Context: an optimization exercise on an open-source flow, tuned for small area. The choices shown serve that exercise and are no tape-out recipe. In this exercise RTL edits were held to simulation tests only and were not proved equivalent to the original. Power and IR drop assume default switching activity.

===== flow/config.mk =====
export PLATFORM = sky130hd
export DESIGN_NAME = crapsynth
export DESIGN_NICKNAME = crapsynth
export VERILOG_FILES = /design/flow/design.v
export SDC_FILE = /design/flow/constraint.sdc
export NUM_CORES = 4
export LEC_CHECK = 0
export CAP_MARGIN = 20
export CORE_MARGIN = 2
export CORE_UTILIZATION = 40
export SLEW_MARGIN = 20
export SYNTH_MEMORY_MAX_BITS = 65536

===== flow/constraint.sdc =====
create_clock -name core_clock -period 20.0 [get_ports {clk}]
set_input_delay 4.0000 -clock core_clock [delete_from_list [all_inputs] [get_ports {clk}]]
set_output_delay 4.0000 -clock core_clock [all_outputs]
set_load 0.01 [all_outputs]

===== flow/design.v =====
module cs_sine_rom (
    input  wire [7:0] k,
    output reg  [8:0] f
);
    always @(*) begin
        case (k)
            8'd0: f = 9'd0;
            8'd1: f = 9'd3;
            8'd2: f = 9'd6;
            8'd3: f = 9'd9;
            8'd4: f = 9'd12;
            8'd5: f = 9'd15;
            8'd6: f = 9'd18;
            8'd7: f = 9'd21;
            8'd8: f = 9'd25;
            8'd9: f = 9'd28;
            8'd10: f = 9'd31;
            8'd11: f = 9'd34;
            8'd12: f = 9'd37;
            8'd13: f = 9'd40;
            8'd14: f = 9'd43;
            8'd15: f = 9'd46;
            8'd16: f = 9'd50;
            8'd17: f = 9'd53;
            8'd18: f = 9'd56;
            8'd19: f = 9'd59;
            8'd20: f = 9'd62;
            8'd21: f = 9'd65;
            8'd22: f = 9'd68;
            8'd23: f = 9'd71;
            8'd24: f = 9'd74;
            8'd25: f = 9'd78;
            8'd26: f = 9'd81;
            8'd27: f = 9'd84;
            8'd28: f = 9'd87;
            8'd29: f = 9'd90;
            8'd30: f = 9'd93;
            8'd31: f = 9'd96;
            8'd32: f = 9'd99;
            8'd33: f = 9'd102;
            8'd34: f = 9'd105;
            8'd35: f = 9'd108;
            8'd36: f = 9'd111;
            8'd37: f = 9'd115;
            8'd38: f = 9'd118;
            8'd39: f = 9'd121;
            8'd40: f = 9'd124;
            8'd41: f = 9'd127;
            8'd42: f = 9'd130;
            8'd43: f = 9'd133;
            8'd44: f = 9'd136;
            8'd45: f = 9'd139;
            8'd46: f = 9'd142;
            8'd47: f = 9'd145;
            8'd48: f = 9'd148;
            8'd49: f = 9'd151;
            8'd50: f = 9'd154;
            8'd51: f = 9'd157;
            8'd52: f = 9'd160;
            8'd53: f = 9'd163;
            8'd54: f = 9'd166;
            8'd55: f = 9'd169;
            8'd56: f = 9'd172;
            8'd57: f = 9'd175;
            8'd58: f = 9'd178;
            8'd59: f = 9'd180;
            8'd60: f = 9'd183;
            8'd61: f = 9'd186;
            8'd62: f = 9'd189;
            8'd63: f = 9'd192;
            8'd64: f = 9'd195;
            8'd65: f = 9'd198;
            8'd66: f = 9'd201;
            8'd67: f = 9'd204;
            8'd68: f = 9'd207;
            8'd69: f = 9'd209;
            8'd70: f = 9'd212;
            8'd71: f = 9'd215;
            8'd72: f = 9'd218;
            8'd73: f = 9'd221;
            8'd74: f = 9'd224;
            8'd75: f = 9'd226;
            8'd76: f = 9'd229;
            8'd77: f = 9'd232;
            8'd78: f = 9'd235;
            8'd79: f = 9'd238;
            8'd80: f = 9'd240;
            8'd81: f = 9'd243;
            8'd82: f = 9'd246;
            8'd83: f = 9'd249;
            8'd84: f = 9'd251;
            8'd85: f = 9'd254;
            8'd86: f = 9'd257;
            8'd87: f = 9'd260;
            8'd88: f = 9'd262;
            8'd89: f = 9'd265;
            8'd90: f = 9'd268;
            8'd91: f = 9'd270;
            8'd92: f = 9'd273;
            8'd93: f = 9'd276;
            8'd94: f = 9'd278;
            8'd95: f = 9'd281;
            8'd96: f = 9'd283;
            8'd97: f = 9'd286;
            8'd98: f = 9'd289;
            8'd99: f = 9'd291;
            8'd100: f = 9'd294;
            8'd101: f = 9'd296;
            8'd102: f = 9'd299;
            8'd103: f = 9'd301;
            8'd104: f = 9'd304;
            8'd105: f = 9'd306;
            8'd106: f = 9'd309;
            8'd107: f = 9'd311;
            8'd108: f = 9'd314;
            8'd109: f = 9'd316;
            8'd110: f = 9'd319;
            8'd111: f = 9'd321;
            8'd112: f = 9'd324;
            8'd113: f = 9'd326;
            8'd114: f = 9'd328;
            8'd115: f = 9'd331;
            8'd116: f = 9'd333;
            8'd117: f = 9'd336;
            8'd118: f = 9'd338;
            8'd119: f = 9'd340;
            8'd120: f = 9'd343;
            8'd121: f = 9'd345;
            8'd122: f = 9'd347;
            8'd123: f = 9'd350;
            8'd124: f = 9'd352;
            8'd125: f = 9'd354;
            8'd126: f = 9'd356;
            8'd127: f = 9'd359;
            8'd128: f = 9'd361;
            8'd129: f = 9'd363;
            8'd130: f = 9'd365;
            8'd131: f = 9'd367;
            8'd132: f = 9'd370;
            8'd133: f = 9'd372;
            8'd134: f = 9'd374;
            8'd135: f = 9'd376;
            8'd136: f = 9'd378;
            8'd137: f = 9'd380;
            8'd138: f = 9'd382;
            8'd139: f = 9'd384;
            8'd140: f = 9'd386;
            8'd141: f = 9'd388;
            8'd142: f = 9'd391;
            8'd143: f = 9'd393;
            8'd144: f = 9'd395;
            8'd145: f = 9'd396;
            8'd146: f = 9'd398;
            8'd147: f = 9'd400;
            8'd148: f = 9'd402;
            8'd149: f = 9'd404;
            8'd150: f = 9'd406;
            8'd151: f = 9'd408;
            8'd152: f = 9'd410;
            8'd153: f = 9'd412;
            8'd154: f = 9'd414;
            8'd155: f = 9'd415;
            8'd156: f = 9'd417;
            8'd157: f = 9'd419;
            8'd158: f = 9'd421;
            8'd159: f = 9'd423;
            8'd160: f = 9'd424;
            8'd161: f = 9'd426;
            8'd162: f = 9'd428;
            8'd163: f = 9'd430;
            8'd164: f = 9'd431;
            8'd165: f = 9'd433;
            8'd166: f = 9'd435;
            8'd167: f = 9'd436;
            8'd168: f = 9'd438;
            8'd169: f = 9'd439;
            8'd170: f = 9'd441;
            8'd171: f = 9'd443;
            8'd172: f = 9'd444;
            8'd173: f = 9'd446;
            8'd174: f = 9'd447;
            8'd175: f = 9'd449;
            8'd176: f = 9'd450;
            8'd177: f = 9'd452;
            8'd178: f = 9'd453;
            8'd179: f = 9'd455;
            8'd180: f = 9'd456;
            8'd181: f = 9'd457;
            8'd182: f = 9'd459;
            8'd183: f = 9'd460;
            8'd184: f = 9'd461;
            8'd185: f = 9'd463;
            8'd186: f = 9'd464;
            8'd187: f = 9'd465;
            8'd188: f = 9'd467;
            8'd189: f = 9'd468;
            8'd190: f = 9'd469;
            8'd191: f = 9'd470;
            8'd192: f = 9'd472;
            8'd193: f = 9'd473;
            8'd194: f = 9'd474;
            8'd195: f = 9'd475;
            8'd196: f = 9'd476;
            8'd197: f = 9'd477;
            8'd198: f = 9'd478;
            8'd199: f = 9'd480;
            8'd200: f = 9'd481;
            8'd201: f = 9'd482;
            8'd202: f = 9'd483;
            8'd203: f = 9'd484;
            8'd204: f = 9'd485;
            8'd205: f = 9'd486;
            8'd206: f = 9'd487;
            8'd207: f = 9'd488;
            8'd208: f = 9'd488;
            8'd209: f = 9'd489;
            8'd210: f = 9'd490;
            8'd211: f = 9'd491;
            8'd212: f = 9'd492;
            8'd213: f = 9'd493;
            8'd214: f = 9'd494;
            8'd215: f = 9'd494;
            8'd216: f = 9'd495;
            8'd217: f = 9'd496;
            8'd218: f = 9'd497;
            8'd219: f = 9'd497;
            8'd220: f = 9'd498;
            8'd221: f = 9'd499;
            8'd222: f = 9'd499;
            8'd223: f = 9'd500;
            8'd224: f = 9'd501;
            8'd225: f = 9'd501;
            8'd226: f = 9'd502;
            8'd227: f = 9'd502;
            8'd228: f = 9'd503;
            8'd229: f = 9'd504;
            8'd230: f = 9'd504;
            8'd231: f = 9'd504;
            8'd232: f = 9'd505;
            8'd233: f = 9'd505;
            8'd234: f = 9'd506;
            8'd235: f = 9'd506;
            8'd236: f = 9'd507;
            8'd237: f = 9'd507;
            8'd238: f = 9'd507;
            8'd239: f = 9'd508;
            8'd240: f = 9'd508;
            8'd241: f = 9'd508;
            8'd242: f = 9'd509;
            8'd243: f = 9'd509;
            8'd244: f = 9'd509;
            8'd245: f = 9'd509;
            8'd246: f = 9'd510;
            8'd247: f = 9'd510;
            8'd248: f = 9'd510;
            8'd249: f = 9'd510;
            8'd250: f = 9'd510;
            8'd251: f = 9'd510;
            8'd252: f = 9'd510;
            8'd253: f = 9'd510;
            8'd254: f = 9'd510;
            8'd255: f = 9'd510;
            default: f = 9'd0;
        endcase
    end
endmodule
module cs_gain_rom (
    input  wire [7:0]  code,
    output wire [16:0] gain
);
    wire [7:0] d = ~code;
    reg  [16:0] gf;
    always @(*) begin
        case (d[3:0])
            4'd0: gf = 17'd65536;
            4'd1: gf = 17'd62757;
            4'd2: gf = 17'd60096;
            4'd3: gf = 17'd57548;
            4'd4: gf = 17'd55108;
            4'd5: gf = 17'd52772;
            4'd6: gf = 17'd50535;
            4'd7: gf = 17'd48392;
            4'd8: gf = 17'd46340;
            4'd9: gf = 17'd44376;
            4'd10: gf = 17'd42494;
            4'd11: gf = 17'd40693;
            4'd12: gf = 17'd38967;
            4'd13: gf = 17'd37315;
            4'd14: gf = 17'd35733;
            4'd15: gf = 17'd34218;
            default: gf = 17'd0;
        endcase
    end
    assign gain = (code == 8'd0) ? 17'd0 : (gf >> d[7:4]);
endmodule
module cs_ring #(
    parameter W = 4,
    parameter N = 7
) (
    input  wire         clk,
    input  wire [W-1:0] din,
    output wire [W-1:0] tap
);
    reg [W*N-1:0] r;
    always @(posedge clk)
        r <= {r[W*(N-1)-1:0], din};
    assign tap = r[W*N-1 -: W];
endmodule
module cs_volctl (
    input  wire       clk,
    input  wire       rst_n,      
    input  wire       srst,       
    input  wire       wr_vol,     
    input  wire       wr_zcen,    
    input  wire [7:0] value,      
    input  wire       zc,         
    input  wire       big,        
    output reg  [7:0] vol,
    output reg  [7:0] pvol,
    output reg        pvalid,
    output reg        armed
);
    reg zcen;
    always @(posedge clk) begin
        if (!rst_n) begin
            vol    <= 8'd255;
            pvol   <= 8'd0;
            pvalid <= 1'b0;
            zcen   <= 1'b0;
            armed  <= 1'b0;
        end else if (srst) begin
            vol    <= pvalid ? pvol : 8'd255;
            pvol   <= 8'd0;
            pvalid <= 1'b0;
            zcen   <= 1'b0;
            armed  <= 1'b0;
        end else if (wr_vol) begin
            if (!zcen) begin
                vol <= value;
            end else begin
                pvol   <= value;
                pvalid <= 1'b1;
            end
        end else if (wr_zcen) begin
            if (!value[0] && pvalid) begin
                vol    <= pvol;
                pvalid <= 1'b0;
            end
            zcen <= value[0];
        end else if (zc) begin
            if (big) begin
                armed <= 1'b1;
            end else if (armed) begin
                armed <= 1'b0;
                if (pvalid) begin
                    vol    <= pvol;
                    pvalid <= 1'b0;
                end
            end
        end
    end
endmodule
module cs_atten (
    input  wire [10:0] p,         
    input  wire [2:0]  wave,
    input  wire [9:0]  pw,
    input  wire        noise,     
    input  wire        nw,        
    input  wire [7:0]  vol,
    input  wire [7:0]  pvol,
    input  wire        pvalid,
    input  wire        armed,
    output wire        big,       
    output wire [9:0]  y
);
    wire       half = p[10];
    wire       top  = p[9];
    wire [7:0] low  = p[8:1];
    wire [7:0] k8   = top ? (8'd0 - low) : low;
    wire [8:0] fq;
    cs_sine_rom u_sine (.k(k8), .f(fq));
    wire       lowz = (low == 8'd0);
    wire [8:0] fv   = (top && lowz) ? 9'd511 : fq;
    wire [9:0] sine = half ? (10'd511 - {1'b0, fv} + {9'd0, lowz}) : (10'd512 + {1'b0, fv});
    reg [9:0] w;
    always @(*) begin
        if (noise)
            w = nw ? 10'd1023 : 10'd0;
        else case (wave)
            3'd1:    w = sine;
            3'd2:    w = p[10] ? ~p[9:0] : p[9:0];
            3'd3:    w = p[10] ? 10'd0 : 10'd1023;
            3'd4:    w = p[10] ? 10'd0 : 10'd511;
            3'd5:    w = (p[10:1] < pw) ? 10'd1023 : 10'd0;
            default: w = 10'd0;
        endcase
    end
    assign big = (w > 10'd16);
    wire [7:0] veff = (!big && armed && pvalid) ? pvol : vol;
    wire [16:0] gain;
    cs_gain_rom u_gain (.code(veff), .gain(gain));
    wire [26:0] prod = w * gain;
    assign y = prod[25:16];
endmodule
module cs_dds (
    input  wire        clk,
    input  wire        rst,
    input  wire        clr,
    input  wire        p1,
    input  wire        p2,
    input  wire [2:0]  ph,
    input  wire        wr,
    input  wire [3:0]  cmd,
    input  wire [31:0] value,
    input  wire        wfreq,
    input  wire [3:0]  vdig,
    input  wire        prst_set,   
    input  wire        prst_in,
    output reg  [2:0]  wave,
    output reg  [9:0]  pw,
    output reg  [11:0] cap
);
    reg        pr;
    reg        c;
    wire [3:0] a, ta, f;
    wire       pwm = (wave == 3'd5);
    wire [3:0] fn  = (p1 && wfreq) ? vdig : f;
    wire [3:0] ab  = pr ? 4'd0 : a;
    wire [3:0] tb  = pr ? 4'd0 : ta;
    wire [3:0] x   = pwm ? tb : ab;
    wire [4:0] s   = x + f + ((ph == 3'd0) ? 1'b0 : c);
    wire [3:0] ain  = clr ? 4'd0 : p2 ? (pwm ? ab : s[3:0]) : a;
    wire [3:0] tain = clr ? 4'd0 : p2 ? (pwm ? s[3:0] : tb) : ta;
    wire [3:0] fin  = clr ? 4'd0 : fn;
    cs_ring #(.W(4), .N(7)) u_acc  (.clk(clk), .din(ain),  .tap(a));
    cs_ring #(.W(4), .N(7)) u_tacc (.clk(clk), .din(tain), .tap(ta));
    cs_ring #(.W(4), .N(7)) u_freq (.clk(clk), .din(fin),  .tap(f));
    always @(posedge clk) begin
        c <= s[4];
        if (prst_set) pr <= prst_in;
        if (p2 && ph[2] && (ph != 3'd7)) cap <= {s[3:0], cap[11:4]};
        if (rst) begin
            wave <= 3'd0;
            pw   <= 10'd0;
        end else if (wr) begin
            if (cmd == 4'd1 && value <= 32'd5) wave <= value[2:0];
            if (cmd == 4'd2) pw <= value[9:0];
        end
    end
endmodule
module cs_noise (
    input  wire        clk,
    input  wire        rst,
    input  wire        clr,
    input  wire        p1,
    input  wire [2:0]  ph,
    input  wire        wr,
    input  wire [3:0]  cmd,
    input  wire [31:0] value,
    input  wire        wfreq,      
    input  wire [4:0]  vdig,
    input  wire        prst,       
    output reg         nw
);
    reg [22:0] lfsr;
    reg [22:0] reload;
    reg        intclk;
    reg        c;
    wire [4:0] a, f;
    wire       last = (ph == 3'd6);
    wire [4:0] fn   = (p1 && wfreq && !intclk) ? vdig : f;
    wire [4:0] inc  = intclk ? (last ? 5'b00010 : 5'd0) : fn;
    wire [5:0] sm   = a + inc + ((ph == 3'd0) ? 1'b0 : c);
    wire [4:0] smk  = last ? {3'b000, sm[1:0]} : sm[4:0];
    wire [4:0] ain  = clr ? 5'd0 : p1 ? smk : a;
    wire [4:0] fin  = clr ? 5'd0 : fn;
    wire       carry = sm[2];
    cs_ring #(.W(5), .N(7)) u_acc  (.clk(clk), .din(ain), .tap(a));
    cs_ring #(.W(5), .N(7)) u_freq (.clk(clk), .din(fin), .tap(f));
    wire [22:0] lb   = prst ? reload : lfsr;
    wire        fb   = lb[22] ^ lb[17];
    wire [22:0] seed = (value[22:0] == 23'd0) ? 23'd1 : value[22:0];
    always @(posedge clk) begin
        c <= sm[5];
        if (rst) begin
            lfsr   <= 23'd1;
            reload <= 23'd1;
            intclk <= 1'b0;
            nw     <= 1'b0;
        end else if (wr) begin
            if (cmd == 4'd1) intclk <= value[0];
            if (cmd == 4'd2) begin
                reload <= seed;
                lfsr   <= seed;
            end
        end else if (p1 && last) begin
            lfsr <= carry ? {lb[21:0], fb} : lb;
            if (carry) nw <= fb;
        end
    end
endmodule
module cs_prt (
    input  wire        clk,
    input  wire        rst,        
    input  wire        clr,        
    input  wire        p1,         
    input  wire [2:0]  ph,         
    input  wire        wr,         
    input  wire [3:0]  cmd,
    input  wire [31:0] value,
    input  wire        wfreq,      
    input  wire [4:0]  vdig,       
    output wire [7:0]  pulse       
);
    reg [7:0] mask;
    reg       en;
    reg       c;
    wire [4:0] a, f;
    wire [4:0] fn  = (p1 && wfreq) ? vdig : f;
    wire [5:0] sm  = a + fn + ((ph == 3'd0) ? 1'b0 : c);
    wire       last = (ph == 3'd6);
    wire [4:0] smk = last ? {3'b000, sm[1:0]} : sm[4:0];
    wire [4:0] ain = clr ? 5'd0 : (p1 && en) ? smk : a;
    wire [4:0] fin = clr ? 5'd0 : fn;
    cs_ring #(.W(5), .N(7)) u_acc  (.clk(clk), .din(ain), .tap(a));
    cs_ring #(.W(5), .N(7)) u_freq (.clk(clk), .din(fin), .tap(f));
    assign pulse = (en && sm[2]) ? mask : 8'd0;
    always @(posedge clk) begin
        c <= sm[5];
        if (rst) begin
            mask <= 8'd0;
            en   <= 1'b0;
        end else if (wr) begin
            if (cmd == 4'd1) mask <= value[7:0];
            if (cmd == 4'd2) en   <= value[0];
        end
    end
endmodule
module crapsynth (
    input  wire               clk,
    input  wire               rst_n,             
    input  wire               enq_valid,
    input  wire [7:0]         enq_addr,
    input  wire [31:0]        enq_value,
    input  wire               mute_we,
    input  wire [2:0]         mute_ch,
    input  wire               mute_val,
    input  wire               sreset,
    input  wire               sreset_preserve,
    input  wire               tick,
    input  wire [11:0]        dac_out0,
    input  wire [11:0]        dac_out1,
    output wire               busy,
    output wire               done,
    output wire [4:0]         q_count,
    output reg                q_ovf,
    output wire signed [15:0] y0,
    output wire signed [15:0] y1,
    output wire signed [15:0] y2,
    output wire signed [15:0] y3,
    output wire signed [15:0] y4,
    output wire signed [15:0] y5,
    output wire signed [15:0] y6,
    output reg  signed [15:0] master,
    output wire               dac_wr,
    output wire               dac_wr_k,
    output wire [3:0]         dac_wr_cmd,
    output wire [31:0]        dac_wr_value,
    output wire [1:0]         dac_prst,
    output wire               dac_step,
    output reg                dac_reset,
    output reg                dac_reset_preserve
);
    localparam ST_IDLE  = 4'd0;
    localparam ST_ENQW  = 4'd1;
    localparam ST_HEAD  = 4'd2;
    localparam ST_APPLY = 4'd3;
    localparam ST_ALIGN = 4'd4;
    localparam ST_P1    = 4'd5;
    localparam ST_P2    = 4'd6;
    localparam ST_MIX   = 4'd7;
    localparam ST_SRW   = 4'd8;
    localparam ST_SRC   = 4'd9;
    reg [3:0] state;
    reg [2:0] ph;
    reg       clr;
    reg       done_r;
    reg [6:0] mute;
    wire idle = (state == ST_IDLE);
    wire last = (ph == 3'd6);
    assign busy = !idle;
    assign done = done_r;
    wire srst = rst_n && idle && sreset;
    wire rst  = !rst_n || srst;
    reg  [39:0] S;
    reg         cv;
    reg  [4:0]  cnt;
    reg  [3:0]  hp;
    wire [39:0] r15;
    wire [3:0]  tailpos  = hp - cnt[3:0];
    wire        fifo_wr  = (state == ST_ENQW) && (tailpos == 4'd15);
    wire        fifo_pop = (state == ST_HEAD) && (cnt != 5'd0) && (hp == 4'd15);
    cs_ring #(.W(40), .N(16)) u_fifo (
        .clk (clk),
        .din (fifo_wr ? S : r15),
        .tap (r15)
    );
    assign q_count = cnt;
    wire [3:0]  cmd_ch  = S[39:36];
    wire [3:0]  cmd_typ = S[35:32];
    wire [31:0] cmd_val = S[31:0];
    wire        ap      = (state == ST_APPLY) && cv;
    wire        p1      = (state == ST_P1);
    wire        p2      = (state == ST_P2);
    wire        isfreq  = cv && (cmd_typ == 4'd0);
    wire [34:0] vpad = {3'b000, cmd_val};
    wire [4:0]  vd5  = vpad[ph*5 +: 5];
    wire [3:0]  vd4  = cmd_val[ph*4 +: 4];
    assign dac_wr       = ap && (cmd_ch == 4'd5 || cmd_ch == 4'd6);
    assign dac_wr_k     = (cmd_ch == 4'd6);
    assign dac_wr_cmd   = cmd_typ;
    assign dac_wr_value = cmd_val;
    wire [7:0] prt_pulse [0:3];
    wire [7:0] pulses = prt_pulse[0] | prt_pulse[1] | prt_pulse[2] | prt_pulse[3];
    wire       p1end  = p1 && last;
    genvar g;
    generate
        for (g = 0; g < 4; g = g + 1) begin : g_prt
            cs_prt u_prt (
                .clk   (clk),
                .rst   (rst),
                .clr   (clr),
                .p1    (p1),
                .ph    (ph),
                .wr    (ap && cmd_ch == 8 + g),
                .cmd   (cmd_typ),
                .value (cmd_val),
                .wfreq (isfreq && cmd_ch == 8 + g),
                .vdig  (vd5),
                .pulse (prt_pulse[g])
            );
        end
    endgenerate
    assign dac_step = p1end;
    assign dac_prst = p1end ? pulses[6:5] : 2'b00;
    wire [2:0]  wave [0:3];
    wire [9:0]  pw   [0:3];
    wire [11:0] cap  [0:3];
    generate
        for (g = 0; g < 4; g = g + 1) begin : g_dds
            cs_dds u_dds (
                .clk      (clk),
                .rst      (rst),
                .clr      (clr),
                .p1       (p1),
                .p2       (p2),
                .ph       (ph),
                .wr       (ap && cmd_ch == g),
                .cmd      (cmd_typ),
                .value    (cmd_val),
                .wfreq    (isfreq && cmd_ch == g),
                .vdig     (vd4),
                .prst_set (p1end),
                .prst_in  (pulses[g]),
                .wave     (wave[g]),
                .pw       (pw[g]),
                .cap      (cap[g])
            );
        end
    endgenerate
    wire nw;
    cs_noise u_noise (
        .clk   (clk),
        .rst   (rst),
        .clr   (clr),
        .p1    (p1),
        .ph    (ph),
        .wr    (ap && cmd_ch == 4'd4),
        .cmd   (cmd_typ),
        .value (cmd_val),
        .wfreq (isfreq && cmd_ch == 4'd4),
        .vdig  (vd5),
        .prst  (pulses[4]),
        .nw    (nw)
    );
    wire       mix = (state == ST_MIX);
    wire [7:0] vol    [0:4];
    wire [7:0] pvol   [0:4];
    wire       pvalid [0:4];
    wire       armed  [0:4];
    wire       big;
    generate
        for (g = 0; g < 5; g = g + 1) begin : g_vol
            cs_volctl u_vol (
                .clk     (clk),
                .rst_n   (rst_n),
                .srst    (srst),
                .wr_vol  (ap && cmd_ch == g && cmd_typ == 4'd3),
                .wr_zcen (ap && cmd_ch == g && cmd_typ == 4'd4),
                .value   (cmd_val[7:0]),
                .zc      (mix && ph == g),
                .big     (big),
                .vol     (vol[g]),
                .pvol    (pvol[g]),
                .pvalid  (pvalid[g]),
                .armed   (armed[g])
            );
        end
    endgenerate
    wire [1:0] sel  = ph[1:0];
    wire [2:0] vsel = ph[2] ? 3'd4 : {1'b0, ph[1:0]};
    wire [9:0] ych;
    cs_atten u_mix (
        .p      (cap[sel][11:1]),
        .wave   (wave[sel]),
        .pw     (pw[sel]),
        .noise  (ph[2]),
        .nw     (nw),
        .vol    (vol[vsel]),
        .pvol   (pvol[vsel]),
        .pvalid (pvalid[vsel]),
        .armed  (armed[vsel]),
        .big    (big),
        .y      (ych)
    );
    wire [11:0]        dac_sel = ph[0] ? dac_out0 : dac_out1;    
    wire signed [12:0] dac_c   = $signed({1'b0, dac_sel}) - 13'sd2047;
    wire signed [10:0] dac_t   = dac_c[12:2];
    wire signed [15:0] ynew = mute[ph] ? 16'sd0
                            : (ph == 3'd5 || ph == 3'd6) ? {{5{dac_t[10]}}, dac_t}
                            : {6'd0, ych};
    reg [9:0]  yr [0:4];
    reg [10:0] y5r, y6r;
    assign y0 = {6'd0, yr[0]};
    assign y1 = {6'd0, yr[1]};
    assign y2 = {6'd0, yr[2]};
    assign y3 = {6'd0, yr[3]};
    assign y4 = {6'd0, yr[4]};
    assign y5 = {{5{y5r[10]}}, y5r};
    assign y6 = {{5{y6r[10]}}, y6r};
    integer i;
    always @(posedge clk) begin
        if (rst) begin
            for (i = 0; i < 5; i = i + 1) yr[i] <= 10'd0;
            y5r    <= 11'd0;
            y6r    <= 11'd0;
            master <= 16'sd0;
        end else if (mix) begin
            for (i = 0; i < 5; i = i + 1)
                if (ph == i) yr[i] <= ynew[9:0];
            if (ph == 3'd5) y5r <= ynew[10:0];
            if (ph == 3'd6) y6r <= ynew[10:0];
            master <= ((ph == 3'd0) ? 16'sd0 : master) + ynew;
        end
    end
    always @(posedge clk) begin
        if (!rst_n) begin
            state              <= ST_IDLE;
            ph                 <= 3'd0;
            clr                <= 1'b1;
            cnt                <= 5'd0;
            hp                 <= 4'd0;
            cv                 <= 1'b0;
            done_r             <= 1'b0;
            q_ovf              <= 1'b0;
            mute               <= 7'd0;
            dac_reset          <= 1'b0;
            dac_reset_preserve <= 1'b0;
        end else begin
            ph        <= last ? 3'd0 : ph + 3'd1;
            done_r    <= 1'b0;
            dac_reset <= 1'b0;
            if (clr && last) clr <= 1'b0;
            hp <= hp + {3'd0, !fifo_pop};
            if (fifo_wr)  cnt <= cnt + 5'd1;
            if (fifo_pop) cnt <= cnt - 5'd1;
            case (state)
                ST_IDLE: begin
                    if (enq_valid) begin
                        if (cnt[4]) q_ovf <= 1'b1;
                        else begin
                            S     <= {enq_addr, enq_value};
                            state <= ST_ENQW;
                        end
                    end
                    if (mute_we && mute_ch != 3'd7)
                        mute[mute_ch] <= mute_val;
                    if (tick)
                        state <= ST_HEAD;
                    if (sreset) begin
                        if (!sreset_preserve)
                            mute <= 7'd0;
                        dac_reset          <= 1'b1;
                        dac_reset_preserve <= sreset_preserve;
                        state              <= ST_SRW;
                    end
                end
                ST_ENQW: if (fifo_wr) state <= ST_IDLE;
                ST_HEAD: begin
                    if (cnt == 5'd0) begin
                        cv    <= 1'b0;
                        state <= ST_APPLY;
                    end else if (hp == 4'd15) begin
                        cv    <= 1'b1;
                        S     <= r15;
                        state <= ST_APPLY;
                    end
                end
                ST_APPLY: state <= last ? ST_P1 : ST_ALIGN;
                ST_ALIGN: if (last) state <= ST_P1;
                ST_P1:    if (last) state <= ST_P2;
                ST_P2:    if (last) state <= ST_MIX;
                ST_MIX: if (last) begin
                    state  <= ST_IDLE;
                    done_r <= 1'b1;
                end
                ST_SRW: if (last) begin
                    clr   <= 1'b1;
                    state <= ST_SRC;
                end
                ST_SRC: if (last) state <= ST_IDLE;
                default: state <= ST_IDLE;
            endcase
        end
    end
endmodule

===== flow/run.sh =====
#!/bin/bash
# synth_recipe.tcl (not shown) runs the flow's synth.tcl, then flattens the netlist and writes it again
# the make line also repeats each setting of config.mk as NAME=value (left out here)
make -C /OpenROAD-flow-scripts/flow DESIGN_CONFIG=/design/flow/config.mk WORK_HOME=/design/flow/orfs CLKGATE_MAP_FILE= SYNTH_SCRIPT=/design/flow/synth_recipe.tcl finish

==> results of run 1 <==
[sequential cells by signal, summed over array words and instances, names as in the netlist, 7 cells and up, named ones only]
signal,cells
yr,50
u_noise.lfsr,23
mute,7
g_dds.u_dds.wave,12
g_vol.u_vol.pvol,40
u_noise.u_freq.r,35
u_fifo.r,640
master,16
g_prt.u_prt.mask,28
g_dds.u_dds.u_freq.r,112
g_dds.u_dds.cap,44
g_dds.u_dds.u_tacc.r,112
y6r,11
u_noise.u_acc.r,35
u_noise.reload,23
g_dds.u_dds.pw,40
g_vol.u_vol.vol,40
S,40
g_prt.u_prt.u_acc.r,140
y5r,11
g_dds.u_dds.u_acc.r,112
g_prt.u_prt.u_freq.r,140
[cell usage in the layout (no fill, tap or decap), types with 25 or more instances in the layout]
cell             instances
clkinv_2                32
inv_1                  230
o21ai_0                231
o22ai_1                 58
buf_4                  134
nor2b_1                 80
fa_1                   137
and2_1                  40
clkbuf_16              170
nor2_1                 534
a21o_1                  60
mux2_2                  61
dfxtp_1               1676
conb_1                  30
edfxtp_1                88
nand3_1                134
xor2_1                  27
ha_1                   153
clkbuf_8                39
o211ai_1                65
a31oi_1                 39
a21oi_1                332
clkbuf_1                32
nand2_1                715
a22oi_1                 84
xnor2_1                 60
mux2i_1                230
nor3_1                  55
a211oi_1                78
nand2b_1                33
nand4_1                 25
clkdlybuf4s50_1        222
[cell families (layout without fill, tap and decap cells)]
logic type | count (synthesis) | after routing | synth area share [%]
XOR/XNOR | 91 | 91 | 1.298
AND/OR/NAND/NOR | 1749 | 1749 | 12.12
other | 1 | 32 | 0.005914
flip-flops | 1767 | 1767 | 57.17
adder cells (fa/ha/maj) | 290 | 290 | 7.344
multiplexers | 302 | 302 | 5.057
AO/OA/AOI/OAI | 1208 | 1208 | 12.57
buffers and inverters | 639 | 913 | 4.434
[power groups by stage]
stage / Combinational [mW] / Clock (mW) / Sequential, mW
finish: 2.31 / 3.23 / 3.66
global route: 2.56 / 3.45 / 3.66
CTS: 2.30 / 3.31 / 3.65
detailed placement: 2.28 / 0 / 3.73
global placement: 2.27 / 0 / 3.73
floorplan: 1.56 / 0 / 3.70
[worst paths after layout]
path                                                   from  slack (ns)                          end  depth (start not counted)
worst max-delay path                                  ph[0]        1.36                   master[15]                         69
worst min-delay path            g_prt[0].u_prt.u_freq.r[17]        0.28  g_prt[0].u_prt.u_freq.r[22]                          0
worst max register to register                        ph[0]        1.36                   master[15]                         69
worst min register to register  g_prt[0].u_prt.u_freq.r[17]        0.28  g_prt[0].u_prt.u_freq.r[22]                          0
[stage by stage]
step | util (%) | cell area, um^2 | setup WS, ns
2_1_floorplan | - | 63520 | 2.150
3_5_place_dp | 42.82 | 67590 | 1.597
5_1_grt | 46.58 | 73510 | 0.08010
6_report | 46.58 | 73520 | 1.360
3_3_place_gp | 42.82 | 67580 | 1.515
4_1_cts | 46.57 | 73490 | 1.506
[worst max-delay path, delay by kind of cell, from the launching register on]
family	cells	cell delay (ns)
flops	1	0.34
xor+xnor	2	0.85
mux	4	1.18
simple gates	9	2.60
buf+inv	8	1.82
fa+ha+maj	11	4.30
compound gates	35	7.36
[layer usage]
metal | up-vias | part of all wire [%] | GRT usage, %
met5 | - | 0 | 0
met4 | 0 | 3.3 | 7.723
met3 | 307 | 6.5 | 4.344
met2 | 1489 | 44 | 32.88
met1 | 21600 | 46 | 29.60
li1 | 20930 | - | -
[layout make-up]
type	instances	area (um^2)	share of cell area, %
diodes	2	5.005	0.006808
inverters	241	907.1	1.234
clock buffers	241	4911	6.680
repair buffers	359	3273	4.452
flip-flops and latches	1767	36260	49.33
multi-input cells	3670	24570	33.42
well taps	2072	2592	3.526
clock inverters	72	992.2	1.350
[timing repair]
item,in CTS,in global routing
gates resized for setup,0,3
setup buffers,0,0
hold endpoints to repair,0,0
hold buffers,0,0
endpoints found under the setup margin,0,1
==> reports/qor.yml, run 1 <==
route:
  drcViolationCount: 0
  detail-route-antenna-nets: 0
  viasPerCell: 5.263
  wirelength_um: 176100
  wl_per_cell_um: 20.90
  drt-initial-drc-count: 3417
  vias: 44330
  firstDrtPassIters: 6
setup_path:
  cp_max_fo: 36
  arrival_ns: 19.23
  worstPathRequired_ns: 20.59
  slowest_stage: "a2111oi_2"
  crit_type: "reg -> reg"
  start_kind: "register"
  critPathMaxStageDelay_ns: 0.75
  end_kind: "register"
floorplanning:
  core_um2: 157800
  dieArea_um2: 161700
  die_h_um: 402.2
  pin_count: 254
  die_w_um: 402.2
  start_util_pct: 40.18
  rows: 146
grt:
  antenna_found_initial: 2
  grt_pass1_wl_um: 266200
  grt_pass1_vias: 43040
  overflow: 0
  grt_util_all_layers_pct: 21.33
  grt_max_degree: 97
synth:
  netlist_area_um2: 63410
  syn_avg_cell_area_um2: 10.49
  synthTopCellsByArea: "dfxtp_1 53%, fa_1 4.3%, nand2_1 4.2%"
  synth-edff-count: 88
  synth.most_common_cell: "dfxtp_1"
  ys.flop_type: "dfxtp_1"
  ys_types: 117
  ys_seq_area_share_pct: 57.17
  synth_seq_cells: 1767
  synth_top_area_cell: "dfxtp_1"
  syn-instance-count: 6047
  yosysWarnings: 13
  synth_commonest_cells: "1679 x dfxtp_1, 717 x nand2_1, 534 x nor2_1"
  synth_top_area_share_pct: 53.01
  synthArstFlopShare_pct: 0
clock_tree:
  clkTransAtPathRegs_ns: 0.06
  worstSkewPairLatency_ns: 0.83
  htreeDepth: 4
  cts.sinks: 1767
  cts_root_buf: "clkbuf_16"
  clock_path_buffers: 3
  cts-buffers-inserted: 167
  cts_tree: "built"
power_and_ir_drop:
  power_switching_share_pct: 32.38
  p_seq_share_pct: 39.8
  power_density_nw_per_um2: 125.0
  power_mw: 9.192
  peakVddDrop_mv: 0.1033
  clockPowerShare_pct: 35.2
  net-switching-power_mw: 2.976
  p_comb_share_pct: 25.1
  internal-power_mw: 6.216
  power.leakage_nw: 28.86
place:
  place_congestion: 0.9632
  placedCellCount: 8109
  hpwlAfterDp_um: 125100
  port_buffers: 223
timing:
  slew_headroom_pct: 25.16
  setup_violations: 0
  period_needed_ns: 18.64
  max_freq_mhz: 53.65
  finalHoldViolCount: 0
  hold_slack_ns: 0.2812
  worst_pin_slew_ns: 1.123
  skew_ns: 0.09348
  timing.final.crit_share_pct: 93.20
  slew_violations: 0
  setup_tns_ns: 0
  rsz0062_at_grt: "no"
job:
  cap_violations: 0
finish:
  fillers: 14600
  area_growth_syn_to_layout_pct: 15.94
  final_nets: 6571
  post_route_cells_drive_above_1_share_pct: 9.102
  stdcell_count: 8424
hold_path:
  hold_path_class: "reg -> reg"
run_status:
  status: "finished clean"
==> run 2, diff against run 1 <==
--- a/flow/design.v
+++ b/flow/design.v
@@ -372,5 +372,6 @@
     input  wire        armed,
     output wire        big,       
-    output wire [9:0]  y
+    output reg  [9:0]  w,
+    output wire [16:0] gain
 );
     wire       half = p[10];
@@ -383,5 +384,4 @@
     wire [8:0] fv   = (top && lowz) ? 9'd511 : fq;
     wire [9:0] sine = half ? (10'd511 - {1'b0, fv} + {9'd0, lowz}) : (10'd512 + {1'b0, fv});
-    reg [9:0] w;
     always @(*) begin
         if (noise)
@@ -398,8 +398,5 @@
     assign big = (w > 10'd16);
     wire [7:0] veff = (!big && armed && pvalid) ? pvol : vol;
-    wire [16:0] gain;
     cs_gain_rom u_gain (.code(veff), .gain(gain));
-    wire [26:0] prod = w * gain;
-    assign y = prod[25:16];
 endmodule
 module cs_dds (
@@ -699,5 +696,5 @@
                 .wr_zcen (ap && cmd_ch == g && cmd_typ == 4'd4),
                 .value   (cmd_val[7:0]),
-                .zc      (mix && ph == g),
+                .zc      (mix && ch == g),
                 .big     (big),
                 .vol     (vol[g]),
@@ -708,12 +705,17 @@
         end
     endgenerate
-    wire [1:0] sel  = ph[1:0];
-    wire [2:0] vsel = ph[2] ? 3'd4 : {1'b0, ph[1:0]};
-    wire [9:0] ych;
+    reg  [4:0] mc;
+    reg  [9:0] T;
+    wire [2:0] ch   = mc[4:2];
+    wire [1:0] dg   = mc[1:0];
+    wire [1:0] sel  = mc[3:2];
+    wire [2:0] vsel = mc[4] ? 3'd4 : {1'b0, mc[3:2]};
+    wire [9:0]  w;
+    wire [16:0] gain;
     cs_atten u_mix (
         .p      (cap[sel][11:1]),
         .wave   (wave[sel]),
         .pw     (pw[sel]),
-        .noise  (ph[2]),
+        .noise  (mc[4]),
         .nw     (nw),
         .vol    (vol[vsel]),
@@ -722,11 +724,19 @@
         .armed  (armed[vsel]),
         .big    (big),
-        .y      (ych)
+        .w      (w),
+        .gain   (gain)
     );
-    wire [11:0]        dac_sel = ph[0] ? dac_out0 : dac_out1;    
+    wire [3:0]  gd    = gain[dg*4 +: 4];
+    wire [13:0] psum  = {4'd0, (dg == 2'd0) ? 10'd0 : T} + w * gd;
+    wire [9:0]  Tn    = psum[13:4];
+    wire [9:0]  ych   = gain[16] ? w : Tn;
+    wire        isdac   = (mc[4:1] == 4'b1010);                        
+    wire [11:0]        dac_sel = mc[0] ? dac_out1 : dac_out0;
     wire signed [12:0] dac_c   = $signed({1'b0, dac_sel}) - 13'sd2047;
     wire signed [10:0] dac_t   = dac_c[12:2];
-    wire signed [15:0] ynew = mute[ph] ? 16'sd0
-                            : (ph == 3'd5 || ph == 3'd6) ? {{5{dac_t[10]}}, dac_t}
+    wire [2:0]         mch     = isdac ? {2'b11, mc[0]} - 3'd1 : ch;   
+    wire               yv      = mix && (isdac || dg == 2'd3);         
+    wire signed [15:0] ynew = mute[mch] ? 16'sd0
+                            : isdac ? {{5{dac_t[10]}}, dac_t}
                             : {6'd0, ych};
     reg [9:0]  yr [0:4];
@@ -746,13 +756,17 @@
             y6r    <= 11'd0;
             master <= 16'sd0;
-        end else if (mix) begin
+        end else if (yv) begin
             for (i = 0; i < 5; i = i + 1)
-                if (ph == i) yr[i] <= ynew[9:0];
-            if (ph == 3'd5) y5r <= ynew[10:0];
-            if (ph == 3'd6) y6r <= ynew[10:0];
-            master <= ((ph == 3'd0) ? 16'sd0 : master) + ynew;
+                if (mch == i) yr[i] <= ynew[9:0];
+            if (mch == 3'd5) y5r <= ynew[10:0];
+            if (mch == 3'd6) y6r <= ynew[10:0];
+            master <= ((mc == 5'd3) ? 16'sd0 : master) + ynew;
         end
     end
     always @(posedge clk) begin
+        T  <= Tn;
+        mc <= mix ? mc + 5'd1 : 5'd0;
+    end
+    always @(posedge clk) begin
         if (!rst_n) begin
             state              <= ST_IDLE;
@@ -811,5 +825,5 @@
                 ST_P1:    if (last) state <= ST_P2;
                 ST_P2:    if (last) state <= ST_MIX;
-                ST_MIX: if (last) begin
+                ST_MIX: if (mc == 5'd21) begin
                     state  <= ST_IDLE;
                     done_r <= 1'b1;
==> run 2 against run 1 <==
Sequential power about the same. Synthesized cell count decreased by 11%. Hold slack improved by 0.0087 ns. Critical path type unchanged.
==> reports/qor.yml, run 2 <==
synth:
  synth.most_common_cell: "dfxtp_1"  # unchanged
  synthTopCellsByArea: "dfxtp_1 57%, edfxtp_1 4.5%, nand2_1 3.7%"  # was dfxtp_1 53%, fa_1 4.3%, nand2_1 4.2%
  yosys.area_share.simple_pct: 11.21  # was 12.12%
  synth_top_area_share_pct: 57.15  # was 53.01%
  synth_top_family_by_area: "compound AO/OA/AOI/OAI gates"  # unchanged
  synth_top_area_cell: "dfxtp_1"  # unchanged
  synthArstFlopShare_pct: 0  # unchanged
  ys.flop_type: "dfxtp_1"  # unchanged
  netlist_area_um2: 59340  # was 63410 um^2
  ys_seq_area_share_pct: 61.60  # was 57.17%
  syn-instance-count: 5356  # was 6047
  synthAdderAreaFrac_pct: 3.964  # was 7.344%
  synthMuxAreaShare_pct: 6.730  # was 5.057%
  ys_types: 108  # was 117
  syn_avg_cell_area_um2: 11.08  # was 10.49 um^2
  yosysWarnings: 13  # unchanged
  synth_xor_area_share_pct: 1.465  # was 1.298%
  synth_commonest_cells: "1694 x dfxtp_1, 592 x nand2_1, 412 x nor2_1"  # was 1679 x dfxtp_1, 717 x nand2_1, 534 x nor2_1
  synth_seq_cells: 1782  # was 1767
  synth_compound_area_share_pct: 11.53  # was 12.57%
  synth-edff-count: 88  # unchanged
setup_path:
  slowest_stage: "clkinv_1"  # was a2111oi_2
  arrival_ns: 18.67  # was 19.23 ns
  r2r_start: "mc[2]"  # was ph[0]
  worstPathRequired_ns: 20.63  # was 20.59 ns
  start_kind: "register"  # unchanged
  crit_type: "reg -> reg"  # unchanged
  rr_endpoint: "master[15]"  # unchanged
  end_kind: "register"  # unchanged
  cp_max_fo: 27  # was 36
  rrSetupSlack_ns: 1.96  # was 1.36 ns
  r2r_cells: 66  # was 69
  critPathMaxStageDelay_ns: 0.67  # was 0.75 ns
  path_common_cell: "a21oi_1"
hold_path:
  min_to: "u_fifo.r[397]"  # was g_prt[0].u_prt.u_freq.r[22]
  min_from: "u_fifo.r[357]"  # was g_prt[0].u_prt.u_freq.r[17]
  hold_path_class: "reg -> reg"  # unchanged
  hold_depth: 0  # unchanged
timing:
  period_needed_ns: 18.04  # was 18.64 ns
  timing.final.crit_share_pct: 90.19  # was 93.20%
  setup_violations: 0  # unchanged
  worst_pin_slew_ns: 1.141  # was 1.123 ns
  skew_ns: 0.06743  # was 0.09348 ns
  setup_tns_ns: 0  # unchanged
  finalHoldViolCount: 0  # unchanged
  max_freq_mhz: 55.44  # was 53.65 MHz
  slew_headroom_pct: 23.25  # was 25.16%
  rsz0062_at_grt: "no"  # unchanged
  slew_violations: 0  # unchanged
clock_tree:
  clock_path_buffers: 3  # unchanged
  clkTransAtPathRegs_ns: 0.06  # about the same
  htreeDepth: 4  # unchanged
  cts.sinks: 1782  # was 1767
  post_cts_buffers: 0  # unchanged
  cts_tree: "built"  # unchanged
  cts_hold_buf: 0  # unchanged
  cts_repair_resize_count: 0  # unchanged
  worstSkewPairLatency_ns: 0.81  # was 0.83 ns
  cts-buffers-inserted: 165  # was 167
  cts_root_buf: "clkbuf_16"  # unchanged
place:
  port_buffers: 223  # unchanged
  place_congestion: 0.8931  # was 0.9632
  hpwlAfterDp_um: 100400  # was 125100 um
  placedInstanceArea_um2: 63070  # was 67590 um^2
finish:
  final_cell_mix: "1691 x dfxtp_1, 591 x nand2_1, 410 x nor2_1"  # was 1676 x dfxtp_1, 715 x nand2_1, 534 x nor2_1
  final_nets: 5745  # was 6571
  final_common_cell: "dfxtp_1"  # unchanged
  largest_reg_flops: 640  # unchanged
  largestRegisters: "u_fifo.r (640), g_prt.u_prt.u_acc.r (140), g_prt.u_prt.u_freq.r (140)"  # unchanged
  area_growth_syn_to_layout_pct: 16.10  # was 15.94%
  fin_area_um2: 68900  # was 73520 um^2
  top_register: "u_fifo.r"  # unchanged
  post_route_cells_drive_above_1_share_pct: 9.922  # was 9.102%
power_and_ir_drop:
  peakVddDrop_mv: 0.08804  # was 0.1033 mV
  power_density_nw_per_um2: 108.8  # was 125.0 nW/um^2
  power.leakage_nw: 26.28  # was 28.86 nW
route:
  firstDrtPassIters: 6  # unchanged
  detail-route-antenna-nets: 0  # unchanged
  drcViolationCount: 0  # unchanged
  wl_per_cell_um: 19.36  # was 20.90 um
  drt-initial-drc-count: 2983  # was 3417
  viasPerCell: 5.171  # was 5.263
  vias: 39180  # was 44.33k
  wirelength_um: 146700  # was 176100 um
grt:
  overflow: 0  # unchanged
  grt_pass1_wl_um: 225600  # was 266200 um
  grt_pass1_vias: 37780  # was 43.04k
  grt_util_all_layers_pct: 19.06  # was 21.33%
  antenna_found_initial: 2  # unchanged
  grt_max_degree: 92  # was 97
floorplanning:
  die_h_um: 389.2  # was 402.2 um
  dieArea_um2: 151500  # was 161700 um^2
  rows: 141  # was 146
  pin_count: 254  # unchanged
  core_um2: 147500  # was 157800 um^2
  start_util_pct: 40.24  # was 40.18%
  die_w_um: 389.2  # was 402.2 um
run_status:
  status: "finished clean"  # unchanged
job:
  cap_violations: 0  # unchanged
-- run 2: report_power, final --
| group | total [mW] | leakage (nW) | switching [mW] | internal [mW] |
|---|---|---|---|---|
| Sequential | 3.69 | 14.4 | 0.0616 | 3.62 |
| Combinational | 0.576 | 9.04 | 0.385 | 0.191 |
| Clock | 3.24 | 2.84 | 1.37 | 1.87 |
| Total | 7.50 | 26.3 | 1.82 | 5.68 |
-- run 2: cell type report --
type                            instances  area [um^2]
Fill cell                           13470        78590
Sequential cell                      1782        36560
Multi-Input combinational cell       3145        20920
Clock buffer                          232         4785
Timing Repair Buffer                  285         2693
Tap cell                             1930         2415
Clock inverter                         70         1033
Inverter                              130        490.5
Antenna cell                            2        5.005
-- run 2: stage by stage --
stage	power [mW]	hold slack, ns	setup WS (ns)	instances	util, %
floorplan	4.098	0.3096	5.104	5385	-
global placement	4.334	0.3096	2.240	7272	42.76
detailed placement	4.334	0.3121	2.128	7272	42.77
CTS	7.567	0.2861	2.052	7574	46.71
global route	7.757	0.2951	0.5282	7574	46.71
finish	7.499	0.2900	1.963	7576	46.72
-- run 2: worst max path at each step --
stage	startpoint	endpoint	slack (ns)	cells after the start
global route	mc[2]	master[15]	0.53	67
global placement	mc[3]	master[15]	2.24	70
floorplan	mc[2]	master[15]	5.10	73
finish	mc[2]	master[15]	1.96	66
CTS	mc[3]	master[15]	2.05	66
detailed placement	mc[3]	master[15]	2.13	66
-- run 2: critical path: cells and delay by family (launching register included) --
| kind | cells | cell delay, ns |
|---|---|---|
| compound gates | 34 | 6.82 |
| flops | 1 | 0.54 |
| xor+xnor | 1 | 0.15 |
| fa+ha+maj | 9 | 3.92 |
| simple gates | 14 | 3.62 |
| buf+inv | 6 | 1.66 |
| mux | 2 | 1.13 |
-- run 2: per-layer routing --
metal	part of all wire, %	wire [um]	track usage [%]
met5	0	0	0
met3	5.3	7736	2.973
met1	46	68010	26.31
met4	3.0	4407	6.772
met2	45	66510	30.31
-- run 2: logic make-up (layout without fill, tap and decap cells) --
group,count (synthesis),after routing
muxes,318,318
xor gates and xnor gates,96,96
buffers and inverters,458,717
DFF,1782,1782
AOI/OAI and AO/OA,1062,1062
other,1,32
and+or+nand+nor,1478,1478
adders and majority gates,161,161
==> run 3, diff against run 2 <==
--- a/flow/design.v
+++ b/flow/design.v
@@ -300,10 +300,12 @@
     input  wire         clk,
     input  wire [W-1:0] din,
-    output wire [W-1:0] tap
+    output wire [W-1:0] tap,
+    output wire [W*N-1:0] stages    
 );
     reg [W*N-1:0] r;
     always @(posedge clk)
         r <= {r[W*(N-1)-1:0], din};
-    assign tap = r[W*N-1 -: W];
+    assign tap    = r[W*N-1 -: W];
+    assign stages = r;
 endmodule
 module cs_volctl (
@@ -367,4 +369,5 @@
     input  wire        noise,     
     input  wire        nw,        
+    input  wire [9:0]  wuse,      
     input  wire [7:0]  vol,
     input  wire [7:0]  pvol,
@@ -396,5 +399,5 @@
         endcase
     end
-    assign big = (w > 10'd16);
+    assign big = (wuse > 10'd16);
     wire [7:0] veff = (!big && armed && pvalid) ? pvol : vol;
     cs_gain_rom u_gain (.code(veff), .gain(gain));
@@ -405,9 +408,11 @@
     input  wire        clr,
     input  wire        p1,
-    input  wire        p2,
-    input  wire [2:0]  ph,
+    input  wire        act,        
+    input  wire        first,      
+    input  wire        lastd,      
     input  wire        wr,
     input  wire [3:0]  cmd,
     input  wire [31:0] value,
+    input  wire        wave_ok,    
     input  wire        wfreq,
     input  wire [3:0]  vdig,
@@ -416,30 +421,34 @@
     output reg  [2:0]  wave,
     output reg  [9:0]  pw,
-    output reg  [11:0] cap
+    output wire [10:0] p           
 );
     reg        pr;
     reg        c;
-    wire [3:0] a, ta, f;
-    wire       pwm = (wave == 3'd5);
-    wire [3:0] fn  = (p1 && wfreq) ? vdig : f;
-    wire [3:0] ab  = pr ? 4'd0 : a;
-    wire [3:0] tb  = pr ? 4'd0 : ta;
-    wire [3:0] x   = pwm ? tb : ab;
-    wire [4:0] s   = x + f + ((ph == 3'd0) ? 1'b0 : c);
-    wire [3:0] ain  = clr ? 4'd0 : p2 ? (pwm ? ab : s[3:0]) : a;
-    wire [3:0] tain = clr ? 4'd0 : p2 ? (pwm ? s[3:0] : tb) : ta;
+    reg        aisT;
+    wire [3:0] a, b, f;
+    wire [27:0] ast;
+    wire       pwm  = (wave == 3'd5);
+    wire       swap = (pwm != aisT);
+    wire [3:0] fn   = (p1 && wfreq) ? vdig : f;
+    wire [3:0] ab   = pr ? 4'd0 : a;
+    wire [3:0] bb   = pr ? 4'd0 : b;
+    wire [3:0] x    = swap ? bb : ab;
+    wire [4:0] s    = x + f + (first ? 1'b0 : c);
+    wire [3:0] ain  = clr ? 4'd0 : act ? s[3:0] : a;
+    wire [3:0] bin  = clr ? 4'd0 : act ? (swap ? ab : bb) : b;
     wire [3:0] fin  = clr ? 4'd0 : fn;
-    cs_ring #(.W(4), .N(7)) u_acc  (.clk(clk), .din(ain),  .tap(a));
-    cs_ring #(.W(4), .N(7)) u_tacc (.clk(clk), .din(tain), .tap(ta));
-    cs_ring #(.W(4), .N(7)) u_freq (.clk(clk), .din(fin),  .tap(f));
+    cs_ring #(.W(4), .N(7)) u_a (.clk(clk), .din(ain), .tap(a), .stages(ast));
+    cs_ring #(.W(4), .N(7)) u_b (.clk(clk), .din(bin), .tap(b), .stages());
+    cs_ring #(.W(4), .N(7)) u_f (.clk(clk), .din(fin), .tap(f), .stages());
+    assign p = {ast[3:0], ast[7:4], ast[11:9]};
     always @(posedge clk) begin
         c <= s[4];
         if (prst_set) pr <= prst_in;
-        if (p2 && ph[2] && (ph != 3'd7)) cap <= {s[3:0], cap[11:4]};
+        if (act && lastd) aisT <= pwm;
         if (rst) begin
             wave <= 3'd0;
             pw   <= 10'd0;
         end else if (wr) begin
-            if (cmd == 4'd1 && value <= 32'd5) wave <= value[2:0];
+            if (cmd == 4'd1 && wave_ok) wave <= value[2:0];
             if (cmd == 4'd2) pw <= value[9:0];
         end
@@ -575,5 +584,4 @@
     localparam ST_ALIGN = 4'd4;
     localparam ST_P1    = 4'd5;
-    localparam ST_P2    = 4'd6;
     localparam ST_MIX   = 4'd7;
     localparam ST_SRW   = 4'd8;
@@ -609,9 +617,13 @@
     wire        ap      = (state == ST_APPLY) && cv;
     wire        p1      = (state == ST_P1);
-    wire        p2      = (state == ST_P2);
     wire        isfreq  = cv && (cmd_typ == 4'd0);
     wire [34:0] vpad = {3'b000, cmd_val};
     wire [4:0]  vd5  = vpad[ph*5 +: 5];
-    wire [3:0]  vd4  = cmd_val[ph*4 +: 4];
+    wire [2:0]  doff = (cmd_ch[1:0] == 2'd0) ? 3'd0 : (cmd_ch[1:0] == 2'd1) ? 3'd3
+                     : (cmd_ch[1:0] == 2'd2) ? 3'd6 : 3'd2;           
+    wire [3:0]  dsum = {1'b0, ph} + {1'b0, doff};
+    wire [2:0]  didx = (dsum >= 4'd7) ? dsum[2:0] - 3'd7 : dsum[2:0];
+    wire [3:0]  vd4  = cmd_val[didx*4 +: 4];
+    wire        wave_ok = (cmd_val <= 32'd5);
     assign dac_wr       = ap && (cmd_ch == 4'd5 || cmd_ch == 4'd6);
     assign dac_wr_k     = (cmd_ch == 4'd6);
@@ -643,5 +655,7 @@
     wire [2:0]  wave [0:3];
     wire [9:0]  pw   [0:3];
-    wire [11:0] cap  [0:3];
+    wire [10:0] pph  [0:3];
+    wire       mix = (state == ST_MIX);
+    reg  [4:0] mc;
     generate
         for (g = 0; g < 4; g = g + 1) begin : g_dds
@@ -651,9 +665,11 @@
                 .clr      (clr),
                 .p1       (p1),
-                .p2       (p2),
-                .ph       (ph),
+                .act      (mix && ((mc - (4 * g + 25)) & 5'd31) <= 5'd6),
+                .first    (mc == ((4 * g + 25) & 31)),
+                .lastd    (mc == ((4 * g + 31) & 31)),
                 .wr       (ap && cmd_ch == g),
                 .cmd      (cmd_typ),
                 .value    (cmd_val),
+                .wave_ok  (wave_ok),
                 .wfreq    (isfreq && cmd_ch == g),
                 .vdig     (vd4),
@@ -662,5 +678,5 @@
                 .wave     (wave[g]),
                 .pw       (pw[g]),
-                .cap      (cap[g])
+                .p        (pph[g])
             );
         end
@@ -681,5 +697,4 @@
         .nw    (nw)
     );
-    wire       mix = (state == ST_MIX);
     wire [7:0] vol    [0:4];
     wire [7:0] pvol   [0:4];
@@ -696,5 +711,5 @@
                 .wr_zcen (ap && cmd_ch == g && cmd_typ == 4'd4),
                 .value   (cmd_val[7:0]),
-                .zc      (mix && ch == g),
+                .zc      (mixon && ch == g),
                 .big     (big),
                 .vol     (vol[g]),
@@ -705,17 +720,21 @@
         end
     endgenerate
-    reg  [4:0] mc;
+    wire [4:0] mx   = mc;
+    wire       mixon = mix && (mc <= 5'd21);
     reg  [9:0] T;
-    wire [2:0] ch   = mc[4:2];
-    wire [1:0] dg   = mc[1:0];
-    wire [1:0] sel  = mc[3:2];
-    wire [2:0] vsel = mc[4] ? 3'd4 : {1'b0, mc[3:2]};
-    wire [9:0]  w;
+    reg  [9:0] wr;
+    wire [2:0] ch   = mx[4:2];
+    wire [1:0] dg   = mx[1:0];
+    wire [1:0] sel  = mx[3:2];
+    wire [2:0] vsel = mx[4] ? 3'd4 : {1'b0, mx[3:2]};
+    wire [9:0]  wc;
+    wire [9:0]  w   = (dg == 2'd0) ? wc : wr;
     wire [16:0] gain;
     cs_atten u_mix (
-        .p      (cap[sel][11:1]),
+        .p      (pph[sel]),
         .wave   (wave[sel]),
         .pw     (pw[sel]),
-        .noise  (mc[4]),
+        .noise  (mx[4]),
+        .wuse   (w),
         .nw     (nw),
         .vol    (vol[vsel]),
@@ -724,5 +743,5 @@
         .armed  (armed[vsel]),
         .big    (big),
-        .w      (w),
+        .w      (wc),
         .gain   (gain)
     );
@@ -731,10 +750,10 @@
     wire [9:0]  Tn    = psum[13:4];
     wire [9:0]  ych   = gain[16] ? w : Tn;
-    wire        isdac   = (mc[4:1] == 4'b1010);                        
-    wire [11:0]        dac_sel = mc[0] ? dac_out1 : dac_out0;
+    wire        isdac   = (mx[4:1] == 4'b1010);                        
+    wire [11:0]        dac_sel = mx[0] ? dac_out1 : dac_out0;
     wire signed [12:0] dac_c   = $signed({1'b0, dac_sel}) - 13'sd2047;
     wire signed [10:0] dac_t   = dac_c[12:2];
-    wire [2:0]         mch     = isdac ? {2'b11, mc[0]} - 3'd1 : ch;   
-    wire               yv      = mix && (isdac || dg == 2'd3);         
+    wire [2:0]         mch     = isdac ? {2'b11, mx[0]} - 3'd1 : ch;   
+    wire               yv      = mixon && (isdac || dg == 2'd3);       
     wire signed [15:0] ynew = mute[mch] ? 16'sd0
                             : isdac ? {{5{dac_t[10]}}, dac_t}
@@ -761,10 +780,11 @@
             if (mch == 3'd5) y5r <= ynew[10:0];
             if (mch == 3'd6) y6r <= ynew[10:0];
-            master <= ((mc == 5'd3) ? 16'sd0 : master) + ynew;
+            master <= ((mx == 5'd3) ? 16'sd0 : master) + ynew;
         end
     end
     always @(posedge clk) begin
         T  <= Tn;
-        mc <= mix ? mc + 5'd1 : 5'd0;
+        mc <= mix ? mc + 5'd1 : 5'd25;
+        if (dg == 2'd0) wr <= wc;
     end
     always @(posedge clk) begin
@@ -823,6 +843,5 @@
                 ST_APPLY: state <= last ? ST_P1 : ST_ALIGN;
                 ST_ALIGN: if (last) state <= ST_P1;
-                ST_P1:    if (last) state <= ST_P2;
-                ST_P2:    if (last) state <= ST_MIX;
+                ST_P1:    if (last) state <= ST_MIX;
                 ST_MIX: if (mc == 5'd21) begin
                     state  <= ST_IDLE;
--- a/flow/config.mk
+++ b/flow/config.mk
@@ -6,7 +6,10 @@
 export NUM_CORES = 4
 export LEC_CHECK = 0
+export ABC_AREA = 1
 export CAP_MARGIN = 20
 export CORE_MARGIN = 2
 export CORE_UTILIZATION = 40
+export CTS_CLUSTER_DIAMETER = 80
+export CTS_CLUSTER_SIZE = 22
 export SLEW_MARGIN = 20
 export SYNTH_MEMORY_MAX_BITS = 65536
==> run 3 against run 2 <==
Clock skew is 0.0067 ns lower. Final area is 5.8% lower. Core utilization is 2.0 points lower. Global-route usage is 0.093 points higher. Hold slack worse by 0.0023 ns. Combinational power is 98% higher. Largest cell class unchanged.
==> reports/qor.yml, run 3 <==
finish:
  final_common_cell: "dfxtp_1"  # unchanged
  multi_input_area_um2: 19310  # was 20920 um^2
  top_register: "u_fifo.r"  # unchanged
  area_growth_syn_to_layout_pct: 11.36  # was 16.10%
  post_route_cells_drive_above_1_share_pct: 6.185  # was 9.922%
  register_area_um2: 35560  # was 36560 um^2
  final_cell_mix: "1703 x dfxtp_1, 1070 x nand2_1, 490 x inv_1"  # was 1691 x dfxtp_1, 591 x nand2_1, 410 x nor2_1
  largest_reg_flops: 640  # unchanged
  fillers: 13750  # was 13.47k
  largestRegisters: "u_fifo.r (640), g_prt.u_prt.u_acc.r (140), g_prt.u_prt.u_freq.r (140)"  # unchanged
  final_nets: 6468  # was 5745
grt:
  grt_pass1_vias: 38020  # was 37.78k
  grt_pass1_wl_um: 222600  # was 225600 um
  grt_util_all_layers_pct: 19.15  # was 19.06%
  grt_max_degree: 98  # was 92
  antenna_found_initial: 3  # was 2
  overflow: 0  # unchanged
synth:
  synth_top_area_cell: "dfxtp_1"  # unchanged
  ys_types: 71  # was 108
  ys.flop_type: "dfxtp_1"  # unchanged
  synth.most_common_cell: "dfxtp_1"  # unchanged
  netlist_area_um2: 58290  # was 59340 um^2
  synth_commonest_cells: "1704 x dfxtp_1, 1071 x nand2_1, 492 x inv_1, 492 x o21ai_0, 432 x nor2_1"  # was 1694 x dfxtp_1, 592 x nand2_1, 412 x nor2_1
  yosysWarnings: 13  # unchanged
  synth_seq_cells: 1752  # was 1782
  synth_top_area_share_pct: 58.52  # was 57.15%
  ys_seq_area_share_pct: 61.00  # was 61.60%
  syn_avg_cell_area_um2: 9.523  # was 11.08 um^2
  syn-instance-count: 6121  # was 5356
  synthArstFlopShare_pct: 0  # unchanged
  synth-edff-count: 48  # was 88
  synthTopCellsByArea: "dfxtp_1 59%, nand2_1 6.9%, o21ai_0 4.2%"  # was dfxtp_1 57%, edfxtp_1 4.5%, nand2_1 3.7%
place:
  hpwlAfterDp_um: 102000  # was 100400 um
  port_buffers: 223  # unchanged
  place_congestion: 0.9215  # was 0.8931
clock_tree:
  htreeDepth: 3  # was 4
  cts_root_buf: "clkbuf_16"  # unchanged
  clock_path_buffers: 3  # unchanged
  cts.sinks: 1752  # was 1782
  clkTransAtPathRegs_ns: 0.09  # was 0.06 ns
  cts_tree: "built"  # unchanged
  cts_repair_resize_count: 0  # unchanged
  post_cts_buffers: 0  # unchanged
  cts_hold_buf: 0  # unchanged
  worstSkewPairLatency_ns: 0.75  # was 0.81 ns
  cts-buffers-inserted: 95  # was 165
timing:
  max_freq_mhz: 69.85  # was 55.44 MHz
  period_needed_ns: 14.32  # was 18.04 ns
  timing.final.crit_share_pct: 71.58  # was 90.19%
  slew_violations: 0  # unchanged
  worst_pin_slew_ns: 1.152  # was 1.141 ns
  hold_slack_ns: 0.2877  # was 0.2900 ns
  rsz0062_at_grt: "no"  # unchanged
  setup_violations: 0  # unchanged
  skew_ns: 0.06075  # was 0.06743 ns
  slew_headroom_pct: 23.15  # was 23.25%
  finalHoldViolCount: 0  # unchanged
  setup_tns_ns: 0  # unchanged
route:
  wirelength_um: 144800  # was 146700 um
  detail-route-antenna-nets: 0  # unchanged
  drcViolationCount: 0  # unchanged
  vias: 40490  # was 39.18k
  drt-initial-drc-count: 3231  # was 2983
  wl_per_cell_um: 17.68  # was 19.36 um
  viasPerCell: 4.944  # was 5.171
  firstDrtPassIters: 6  # unchanged
floorplanning:
  die_w_um: 385.7  # was 389.2 um
  die_h_um: 385.7  # was 389.2 um
  rows: 140  # was 141
  dieArea_um2: 148800  # was 151500 um^2
  start_util_pct: 40.14  # was 40.24%
  core_um2: 145200  # was 147500 um^2
  pin_count: 254  # unchanged
power_and_ir_drop:
  power.leakage_nw: 26.66  # was 26.28 nW
  power_density_nw_per_um2: 105.5  # was 108.8 nW/um^2
  peakVddDrop_mv: 0.06841  # was 0.08804 mV
setup_path:
  crit_type: "reg -> reg"  # unchanged
  start_kind: "register"  # unchanged
  path_common_cell: "nand2_1"  # was a21oi_1
  arrival_ns: 14.92  # was 18.67 ns
  end_kind: "register"  # unchanged
  critPathMaxStageDelay_ns: 1.00  # was 0.67 ns
  path_buf_inv: 12  # was 6
  slowest_stage: "dfxtp_1"  # was clkinv_1
  crit_family: "simple AND/OR/NAND/NOR gates"  # was compound AO/OA/AOI/OAI gates
  cp_max_fo: 24  # was 27
  worstPathRequired_ns: 20.60  # was 20.63 ns
hold_path:
  hold_path_class: "reg -> reg"  # unchanged
job:
  cap_violations: 0  # unchanged
run_status:
  status: "finished clean"  # unchanged
run 3: area by class of cell:
type                            count  share of cell area (%)
Inverter                          538                   3.126
Antenna cell                        1                0.003855
Clock buffer                      120                   3.886
Timing Repair Buffer              281                   4.102
Clock inverter                     24                  0.6708
Tap cell                         1917                   3.695
Sequential cell                  1752                   54.77
Multi-Input combinational cell   3558                   29.74
run 3: layer usage:
layer | GRT usage (%) | part of all wire (%) | up-vias
met5 | 0 | 0 | -
met4 | 6.118 | 2.7 | 0
met3 | 3.057 | 5.9 | 224
met2 | 29.31 | 44 | 1065
met1 | 27.57 | 48 | 19100
li1 | - | - | 20110
run 3: cells by family (layout without fill, tap and decap cells):
family                     after synthesis  in the layout  synth area share (%)
and+or+nand+nor                       2030           2030                 14.92
DFF                                   1752           1752                 61.00
AOI/OAI and AO/OA                     1248           1248                 12.27
buffers and inverters                  840            963                 6.261
adders and majority gates              167            167                 4.177
xor gates and xnor gates                44             44                0.6869
muxes                                   39             39                0.6869
other                                    1             31              0.006433
run 3: stage by stage:
stage / util [%] / cells / setup WS, ns / instance area (um^2) / total power [mW]
after CTS: 44.69 / 8190 / 5.744 / 64900 / 6.911
after floorplan: - / 6150 / 8.784 / 58400 / 4.436
after global placement: 42.65 / 8046 / 6.038 / 61940 / 4.820
after global routing: 44.70 / 8190 / 4.106 / 64910 / 7.168
final: 44.70 / 8191 / 5.684 / 64910 / 6.852
after detailed placement: 42.65 / 8046 / 5.805 / 61940 / 4.823
run 3: worst paths after layout:
| path | cells past startpoint | slack, ns | startpoint | to |
|---|---|---|---|---|
| min | 0 | 0.29 | u_fifo.r[362] | u_fifo.r[402] |
| max | 83 | 5.68 | mc[2] | master[15] |
| min reg2reg | 0 | 0.29 | u_fifo.r[362] | u_fifo.r[402] |
| max reg2reg | 83 | 5.68 | mc[2] | master[15] |
run 3: where the power goes:
| part | total, mW | internal, mW | switching (mW) |
|---|---|---|---|
| Combinational | 1.14 | 0.321 | 0.824 |
| Sequential | 3.61 | 3.56 | 0.0450 |
| Clock | 2.10 | 0.966 | 1.13 |
run 3: worst reg2reg max path: cells and delay by family, from the launching register on:
family,cells,cell delay (ns)
buffers and inverters,12,1.31
AOI/OAI and AO/OA,20,3.05
and+or+nand+nor,42,5.45
adders and majority gates,8,3.24
DFF,1,1.00
xor gates and xnor gates,1,0.14

[afterwards: timing with drivers on the ports]
How much do the figures lean on ideal ports? The routed layouts below were timed once more, with nothing changed but the port constraints. Step 1: set_driving_cell puts a clkbuf_16 on clk and a buf_2 on each other input, an assumption about the parent block. Step 2, shift: input delay + t, output delay - t, t = (earliest + latest rising clock arrival at the registers) / 2. This alone moves slack from input paths to output paths. a / b / c = ideal / step 1 / step 2; a / b = the first two.
| run | t, ns | setup WS [ns] | worst data-port slew with drivers (ns) | pins driven straight from the clock port |
|---|---|---|---|---|
| run 1 | 0.869 | 1.360 / 1.360 / 1.360 | 0.10 | 1 |
| run 2 | 0.861 | 1.963 / 1.963 / 1.963 | 0.09 | 1 |
| run 3 | 0.798 | 5.684 / 5.684 / 5.684 | 0.18 | 1 |
After both steps setup and hold are still met in every run listed.
